Context: an optimization exercise on an open-source flow, tuned for small area, a short achievable clock period and few clock cycles per item. The choices shown serve that exercise and are no tape-out recipe. Function was checked by simulation only, so behaviour that the tests miss may differ from the original. Power and IR drop assume default switching activity.

Setup of v6:
==> flow/design.v <==
module ccsds_demux (
    input  wire        clk,
    input  wire        rst,            
    input  wire [10:0] cfg_frame_len,  
    input  wire [5:0]  cfg_shl,        
    input  wire        cfg_has_ocf,    
    input  wire        cfg_has_fecf,   
    input  wire        in_valid,
    output wire        in_ready,
    input  wire [7:0]  in_data,
    output reg         out_valid,
    input  wire        out_ready,
    output reg  [7:0]  out_data,
    output wire [2:0]  out_vc,
    output reg         out_sop,        
    output reg         out_eop,        
    output reg         out_close,      
    output reg         out_idle        
);
    localparam [1:0] PH_P = 2'd0, PH_S = 2'd1, PH_D = 2'd2, PH_T = 2'd3;
    reg        skid_v;
    reg  [7:0] skid_d;
    assign in_ready = !skid_v;
    wire       avail = skid_v | in_valid;
    wire [7:0] b     = skid_v ? skid_d : in_data;
    reg ocf_r, fecf_r;
    reg  [1:0]  ph;
    reg  [5:0]  hc;       
    reg  [10:0] fc;       
    reg  [10:0] ccnt;     
    reg         fidle, fnost, past;
    reg  [2:0]  cur_vc;   
    reg  [2:0]  new_vc;   
    assign out_vc = cur_vc;
    reg         wcmp, widl;
    reg  [15:0] wr;
    reg  [20:0] rg [0:6];
    wire        is_P = (ph == PH_P);
    wire        is_S = (ph == PH_S);
    wire        is_D = (ph == PH_D);
    wire        is_T = (ph == PH_T);
    wire [10:0] ftl2 = 11'd2 + (ocf_r ? 11'd4 : 11'd0) + (fecf_r ? 11'd2 : 11'd0);
    wire        last_data = (fc == ftl2);
    wire        last_byte = (fc == 11'd2);
    wire        ftl_z = !ocf_r && !fecf_r;
    wire        wok    = (cur_vc == new_vc) || fidle;
    wire        stall  = (out_valid && !out_ready) || (is_D && !wok);
    wire        fire   = avail && !stall;
    wire        data_byte = is_D && !fidle;
    wire        cz    = (ccnt == 11'd0);
    wire        c1    = (ccnt == 11'd1);
    wire        h1    = !wcmp && wr[1];
    wire        s_open = wcmp || wr[0];
    wire        cont  = fnost || !cz;
    wire        take_cont = cont && s_open;
    wire        take_emit = !cont;
    wire        is_pkt    = take_cont || take_emit;
    wire        new_pkt   = take_emit && (!s_open || !past);
    wire        do_close  = new_pkt && s_open;
    wire        last_cont = last_data || (!fnost && c1);
    wire        ncmp      = wcmp || wr[5];
    wire        forced_end = take_cont && last_cont && (!fnost || !ncmp);
    wire        len_end   = !new_pkt && wcmp && (wr == 16'd0);
    wire        end_pkt   = len_end || forced_end;
    wire        bff       = (b == 8'hFF);
    wire        idle_o    = widl && (h1 ? (!do_close && bff) : 1'b1);
    wire        step = fire && data_byte && is_pkt;
    wire [15:0] wdec = wr - 16'd1;
    wire        swap = (rg[6][20:18] == new_vc) && !out_valid;
    integer i;
    always @(posedge clk) begin
        ocf_r  <= cfg_has_ocf;
        fecf_r <= cfg_has_fecf;
        for (i = 1; i < 7; i = i + 1)
            rg[i] <= rg[i-1];
        rg[0] <= swap ? {cur_vc, wcmp, widl, wr} : rg[6];
        if (rst) begin
            skid_v    <= 1'b0;
            out_valid <= 1'b0;
            ph        <= PH_P;
            hc        <= 6'd5;
            cur_vc    <= 3'd0;
            new_vc    <= 3'd0;
            wcmp      <= 1'b0;
            wr[0]     <= 1'b0;
            for (i = 0; i < 7; i = i + 1) begin
                rg[i][20:18] <= i + 1;
                rg[i][17]    <= 1'b0;
                rg[i][0]     <= 1'b0;
            end
        end else begin
            if (skid_v) begin
                if (!stall) skid_v <= 1'b0;
            end else if (in_valid && stall) begin
                skid_v <= 1'b1;
            end
            if (fire)
                out_valid <= data_byte && is_pkt;
            else if (out_ready)
                out_valid <= 1'b0;
            if (swap) begin
                cur_vc <= new_vc;
                {wcmp, widl, wr} <= rg[6][17:0];
            end else if (step) begin
                if (end_pkt || new_pkt)
                    wcmp <= 1'b0;
                else if (wr[5])
                    wcmp <= 1'b1;
                if (end_pkt)
                    wr[0] <= 1'b0;
                else if (new_pkt)
                    wr[0] <= 1'b1;
                else if (wcmp)
                    wr[0] <= wdec[0];
                else if (wr[5])
                    wr[0] <= b[0];
                if (new_pkt)
                    wr[5:1] <= 5'b00001;
                else if (wcmp)
                    wr[5:1] <= wdec[5:1];
                else if (wr[5])
                    wr[5:1] <= b[5:1];
                else
                    wr[5:1] <= {wr[4:1], 1'b0};
                if (wcmp)
                    wr[7:6] <= wdec[7:6];
                else if (wr[5])
                    wr[7:6] <= b[7:6];
                if (wcmp)
                    wr[15:8] <= wdec[15:8];
                else if (wr[4])
                    wr[15:8] <= b;
                if (new_pkt)
                    widl <= (b[2:0] == 3'd7);
                else if (!wcmp && wr[1])
                    widl <= widl && bff;
            end
            if (fire) begin
                fc <= fc - 11'd1;
                case (ph)
                PH_P: begin
                    hc <= hc - 6'd1;
                    if (hc == 6'd5) fc <= cfg_frame_len;
                    if (hc == 6'd4) new_vc <= b[3:1];
                    if (hc == 6'd1) ccnt[10:8] <= b[2:0];
                    if (hc == 6'd0) begin
                        ccnt[7:0] <= b;
                        fidle <= ({ccnt[10:8], b} == 11'h7FE);
                        fnost <= ({ccnt[10:8], b} == 11'h7FF);
                        past  <= 1'b0;
                        hc    <= cfg_shl;
                        ph    <= (cfg_shl != 6'd0) ? PH_S : PH_D;
                    end
                end
                PH_S: begin
                    hc <= hc - 6'd1;
                    if (hc == 6'd1) ph <= PH_D;
                end
                PH_D: begin
                    hc <= 6'd5;
                    if (!cz) ccnt <= ccnt - 11'd1;
                    if (data_byte && take_emit) past <= 1'b1;
                    if (last_data) ph <= ftl_z ? PH_P : PH_T;
                end
                PH_T: begin
                    hc <= 6'd5;
                    if (last_byte) ph <= PH_P;
                end
                endcase
            end
        end
        if (!skid_v) skid_d <= in_data;
        if (fire) begin
            out_data  <= b;
            out_sop   <= new_pkt;
            out_eop   <= end_pkt;
            out_close <= do_close;
            out_idle  <= idle_o;
        end
    end
endmodule
==> flow/config.mk <==
export PLATFORM = sky130hd
export DESIGN_NAME = ccsds_demux
export DESIGN_NICKNAME = ccsds_demux
export VERILOG_FILES = /design/flow/design.v
export SDC_FILE = /design/flow/constraint.sdc
export NUM_CORES = 4
export LEC_CHECK = 0
export CAP_MARGIN = 40
export CORE_MARGIN = 2
export CORE_UTILIZATION = 70
export CTS_CLUSTER_DIAMETER = 80
export CTS_CLUSTER_SIZE = 25
export PLACE_DENSITY = 0.8
export SLEW_MARGIN = 30
export TNS_END_PERCENT = 2
==> flow/constraint.sdc <==
create_clock -name core_clock -period 10.0 [get_ports {clk}]
set_input_delay 2.0000 -clock core_clock [delete_from_list [all_inputs] [get_ports {clk}]]
set_output_delay 2.0000 -clock core_clock [all_outputs]
set_load 0.01 [all_outputs]
standard.sh (not shown) runs the stock make flow with config.mk's settings and CLKGATE_MAP_FILE= SYNTH_SCRIPT=/design/flow/synth_recipe.tcl, a recipe that flattens the netlist after the stock synthesis.
==> flow/flow/run.sh <==
#!/bin/bash
# Standard ORFS layout; timing repair aimed at a tighter setup margin and
# port buffers of the smallest buffer cell (resized later by repair).
set -euo pipefail
bash standard.sh SETUP_SLACK_MARGIN=7 "BUFFER_PORTS_ARGS=-buffer_cell sky130_fd_sc_hd__buf_1" finish > flow_make.log 2>&1
Testbench counts of v6, summed over its fixed seeds: cycles 197,997, bytes 197,840.
Modified inputs, v7 compared to v6
--- a/flow/design.v
+++ b/flow/design.v
@@ -64,9 +64,8 @@
     wire        end_pkt   = len_end || forced_end;
     wire        bff       = (b == 8'hFF);
     wire        idle_o    = widl && (h1 ? (!do_close && bff) : 1'b1);
     wire        step = fire && data_byte && is_pkt;
-    wire [15:0] wdec = wr - 16'd1;
     wire        swap = (rg[6][20:18] == new_vc) && !out_valid;
     integer i;
     always @(posedge clk) begin
         ocf_r  <= cfg_has_ocf;
@@ -101,40 +100,25 @@
             if (swap) begin
                 cur_vc <= new_vc;
                 {wcmp, widl, wr} <= rg[6][17:0];
             end else if (step) begin
-                if (end_pkt || new_pkt)
-                    wcmp <= 1'b0;
-                else if (wr[5])
-                    wcmp <= 1'b1;
-                if (end_pkt)
-                    wr[0] <= 1'b0;
-                else if (new_pkt)
-                    wr[0] <= 1'b1;
-                else if (wcmp)
-                    wr[0] <= wdec[0];
-                else if (wr[5])
-                    wr[0] <= b[0];
-                if (new_pkt)
-                    wr[5:1] <= 5'b00001;
-                else if (wcmp)
-                    wr[5:1] <= wdec[5:1];
-                else if (wr[5])
-                    wr[5:1] <= b[5:1];
-                else
-                    wr[5:1] <= {wr[4:1], 1'b0};
-                if (wcmp)
-                    wr[7:6] <= wdec[7:6];
-                else if (wr[5])
-                    wr[7:6] <= b[7:6];
-                if (wcmp)
-                    wr[15:8] <= wdec[15:8];
-                else if (wr[4])
-                    wr[15:8] <= b;
-                if (new_pkt)
-                    widl <= (b[2:0] == 3'd7);
-                else if (!wcmp && wr[1])
-                    widl <= widl && bff;
+                if (end_pkt) begin
+                    wcmp    <= 1'b0;
+                    wr[0]   <= 1'b0;
+                end else if (new_pkt) begin
+                    wcmp    <= 1'b0;
+                    widl    <= (b[2:0] == 3'd7);
+                    wr[5:0] <= 6'b000011;
+                end else if (!wcmp) begin
+                    if (wr[1]) widl <= widl && bff;
+                    if (wr[4]) wr[15:8] <= b;
+                    if (wr[5]) begin
+                        wcmp    <= 1'b1;
+                        wr[7:0] <= b;
+                    end else
+                        wr[5:1] <= {wr[4:1], 1'b0};
+                end else
+                    wr <= wr - 16'd1;
             end
             if (fire) begin
                 fc <= fc - 11'd1;
                 case (ph)
@@ -156,15 +140,16 @@
                     hc <= hc - 6'd1;
                     if (hc == 6'd1) ph <= PH_D;
                 end
                 PH_D: begin
-                    hc <= 6'd5;
                     if (!cz) ccnt <= ccnt - 11'd1;
                     if (data_byte && take_emit) past <= 1'b1;
-                    if (last_data) ph <= ftl_z ? PH_P : PH_T;
+                    if (last_data) begin
+                        ph <= ftl_z ? PH_P : PH_T;
+                        hc <= 6'd5;
+                    end
                 end
                 PH_T: begin
-                    hc <= 6'd5;
                     if (last_byte) ph <= PH_P;
                 end
                 endcase
             end
--- outcome ---
Against v6, v7 reports a sequential cell area share that is lower.
v7 against v6: instance count after placement with tap cells included increased by 2.0% relative to the old numbers; post-route core utilization shrank by 2.1 points.
In the metrics for v7 and v6, the one carrying the higher area added between synthesis and finish is v6.
Comparing post-synthesis share of cell area spent on and, or, nand and nor gates for v7 and v6, the smaller number came from v7.
Compared v7 vs v6, and met3 track utilization from global routing is down in v7.
v7 vs v6 on final instance area: v7 is the higher one.
Per the comparison of v7 with v6, period utilization increased by 0.45 points relative to the old numbers; clock power decreased by about 3% relative to the old numbers.
v7: all stages complete, timing, DRC and antenna checks passed
Testbench counts of v7, summed over its fixed seeds: cycles 197,997, bytes 197,840.

-- re-timing with driven ports --
The results above use ideal ports. As a check the final layouts listed here were re-extracted and re-timed, cells and wires unchanged.
Step 1: set_driving_cell puts a clkbuf_16 on clk and a buf_2 on each other input, an assumption about the parent block.
Step 2 moves the port delays by t, midway between the first and last clock arrival at a register: inputs arrive t later, outputs are due t later. That takes back most of the time a late clock gives input paths.
a / b / c = ideal / step 1 / step 2; a / b = the first two.
run | t (ns) | setup WS [ns] | hold WS [ns] | worst setup path after step 2
v6 | 0.499 | 6.923 / 6.887 / 6.436 | 0.319 / 0.319 / 0.319 | input to register
v7 | 0.490 | 6.877 / 6.866 / 6.375 | 0.307 / 0.307 / 0.307 | input to register
After both steps setup and hold are still met in every run listed. The setup slack of v7, which loses most, moves by -0.011 ns with the drivers and by -0.502 ns with both steps.
